From an optimization exercise on the open Yosys and OpenROAD flow, aimed at small area; shortcuts taken in it are not production practice. Only simulation tests tie the RTL to the original design; equivalence was not proved. Power is estimated from default activity; no workload was simulated.

## xfr1_boot
module xfr1_boot (
    input  wire        clk,
    input  wire        rst,          
    input  wire        line_in,      
    output wire        line_out,     
    output wire        boot_user,    
    output wire        fl_req,
    output wire [1:0]  fl_cmd,       
    output wire [15:0] fl_addr,
    output wire [15:0] fl_wdata,
    input  wire        fl_ack,
    input  wire [7:0]  fl_rdata,
    output wire        adc_req,
    input  wire        adc_ack,
    input  wire [7:0]  adc_data
);
    localparam [2:0] ST_BOOT = 3'd0, ST_USER = 3'd1, ST_RX = 3'd2, ST_TX = 3'd4,
                     ST_EXEC = 3'd6,    
                     ST_EXDN = 3'd7;    
    reg  [2:0]    state;
    reg  [3:0]    sub;         
    reg  [5:0]    slot;        
    reg           rx_sync;     
    reg  [7:0]    sr;          
    reg  [1:0]    byte_no;     
    reg  [2:0]    op;
    reg  [7:0]    a0;
    reg  [7:0]    req_hash;    
    reg  [1:0]    phase;       
    reg  [1023:0] ring;
  ...
Settings: LEC_CHECK=0, CAP_MARGIN=0, CORE_MARGIN=2, CORE_UTILIZATION=70, PLACE_DENSITY=0.9, SLEW_MARGIN=0; clock period 10.0 ns.
standard.sh (not shown) runs the stock make flow with config.mk's settings and CLKGATE_MAP_FILE= SYNTH_SCRIPT=/design/flow/synth_recipe.tcl, a recipe that flattens the netlist after the stock synthesis.
==> flow/flow/run.sh <==
#!/bin/bash
# The standard layout (standard.sh), with clock tree synthesis told not to add
# dummy loads and the port buffers made with the smallest buffer cell.
set -euo pipefail
bash standard.sh "CTS_ARGS=-sink_clustering_enable -repair_clock_nets -dont_use_dummy_load -sink_clustering_size 20 -sink_clustering_max_diameter 60 -buf_list sky130_fd_sc_hd__clkbuf_8" "BUFFER_PORTS_ARGS=-buffer_cell sky130_fd_sc_hd__buf_1" finish > flow_make.log 2>&1
The baseline went through all stages and came out clean.
Next try:
==> flow/run.sh (new file) <==
#!/bin/bash
# synth_recipe.tcl (not shown) runs the flow's synth.tcl, then flattens the netlist and writes it again
# the make line also repeats each setting of config.mk as NAME=value (left out here)
make -C /OpenROAD-flow-scripts/flow DESIGN_CONFIG=/design/flow/config.mk WORK_HOME=/design/flow/orfs CLKGATE_MAP_FILE= SYNTH_SCRIPT=/design/flow/synth_recipe.tcl finish
--- a/flow/config.mk
+++ b/flow/config.mk
@@ -11 +11,4 @@
-export PLACE_DENSITY = 0.9
+export CTS_BUF_LIST = sky130_fd_sc_hd__clkbuf_8
+export CTS_CLUSTER_DIAMETER = 55
+export CTS_CLUSTER_SIZE = 18
+export PLACE_DENSITY = 0.8
removed: flow/flow/run.sh
removed: flow/standard.sh
What happened: Register-to-register slack stays flat. Non-clock buffer count rises by 3. Utilization rises by 1.3 points. Global-route usage falls by 1.3 points. Combinational power rises by about 8%. Hold slack improves by 87 ps. Sequential power falls by about 1%. Via count falls by 2.2%. Sequential share of layout area falls by 1.5 points.
Next try:
==> flow/flow/run.sh (new file) <==
#!/bin/bash
# The standard layout (standard.sh), with clock tree synthesis told not to add
# dummy loads and the port buffers made with the smallest buffer cell.
set -euo pipefail
bash standard.sh "CTS_ARGS=-sink_clustering_enable -repair_clock_nets -dont_use_dummy_load -sink_clustering_size 20 -sink_clustering_max_diameter 60 -buf_list sky130_fd_sc_hd__clkbuf_8" "BUFFER_PORTS_ARGS=-buffer_cell sky130_fd_sc_hd__buf_1" finish > flow_make.log 2>&1
==> flow/standard.sh (new file) <==
#!/bin/bash
# synth_recipe.tcl (not shown) runs the flow's synth.tcl, then flattens the netlist and writes it again
# the make line also repeats each setting of config.mk as NAME=value (left out here)
make -C /OpenROAD-flow-scripts/flow DESIGN_CONFIG=/design/flow/config.mk WORK_HOME=/design/flow/orfs CLKGATE_MAP_FILE= SYNTH_SCRIPT=/design/flow/synth_recipe.tcl "${@:-finish}"
--- a/flow/config.mk
+++ b/flow/config.mk
@@ -11,3 +11,2 @@
-export CTS_BUF_LIST = sky130_fd_sc_hd__clkbuf_8
-export CTS_CLUSTER_DIAMETER = 55
-export CTS_CLUSTER_SIZE = 18
+export GPL_ROUTABILITY_DRIVEN = 0
+export GPL_TIMING_DRIVEN = 0
removed: flow/run.sh
Non-clock buffer count rises by 44. Global-route usage came out higher by 0.61 points. Count of clock-buffer cells in the layout shrinks by 15. Power drops by 0.80%. Clock skew climbs by 3.9 ps.

[re-timing with driven ports]
The flow's constraints put no driver on any port. The routed layouts listed below were extracted and timed again, unchanged, in two steps. Step 1: set_driving_cell puts a clkbuf_16 on clk and a buf_2 on each other input, an assumption about the parent block. Step 2 moves the port delays by t, midway between the first and last clock arrival at a register: inputs arrive t later, outputs are due t later. That takes back most of the time a late clock gives input paths. a / b / c = no drivers / after step 1 / after step 2; a / b = the first two.
run	shift t [ns]	setup slack, ns	slew at the worst register clock pin (ns)
the first run	0.664	5.111 / 5.111 / 4.556	0.12 / 0.12
the second run	0.705	4.722 / 4.740 / 4.035	0.11 / 0.11
the third run	0.718	5.444 / 5.444 / 4.858	0.11 / 0.11
After both steps every run listed still meets setup and hold. For the second run, which loses most, drivers alone change the setup slack by +0.018 ns; drivers and shift together by -0.687 ns.
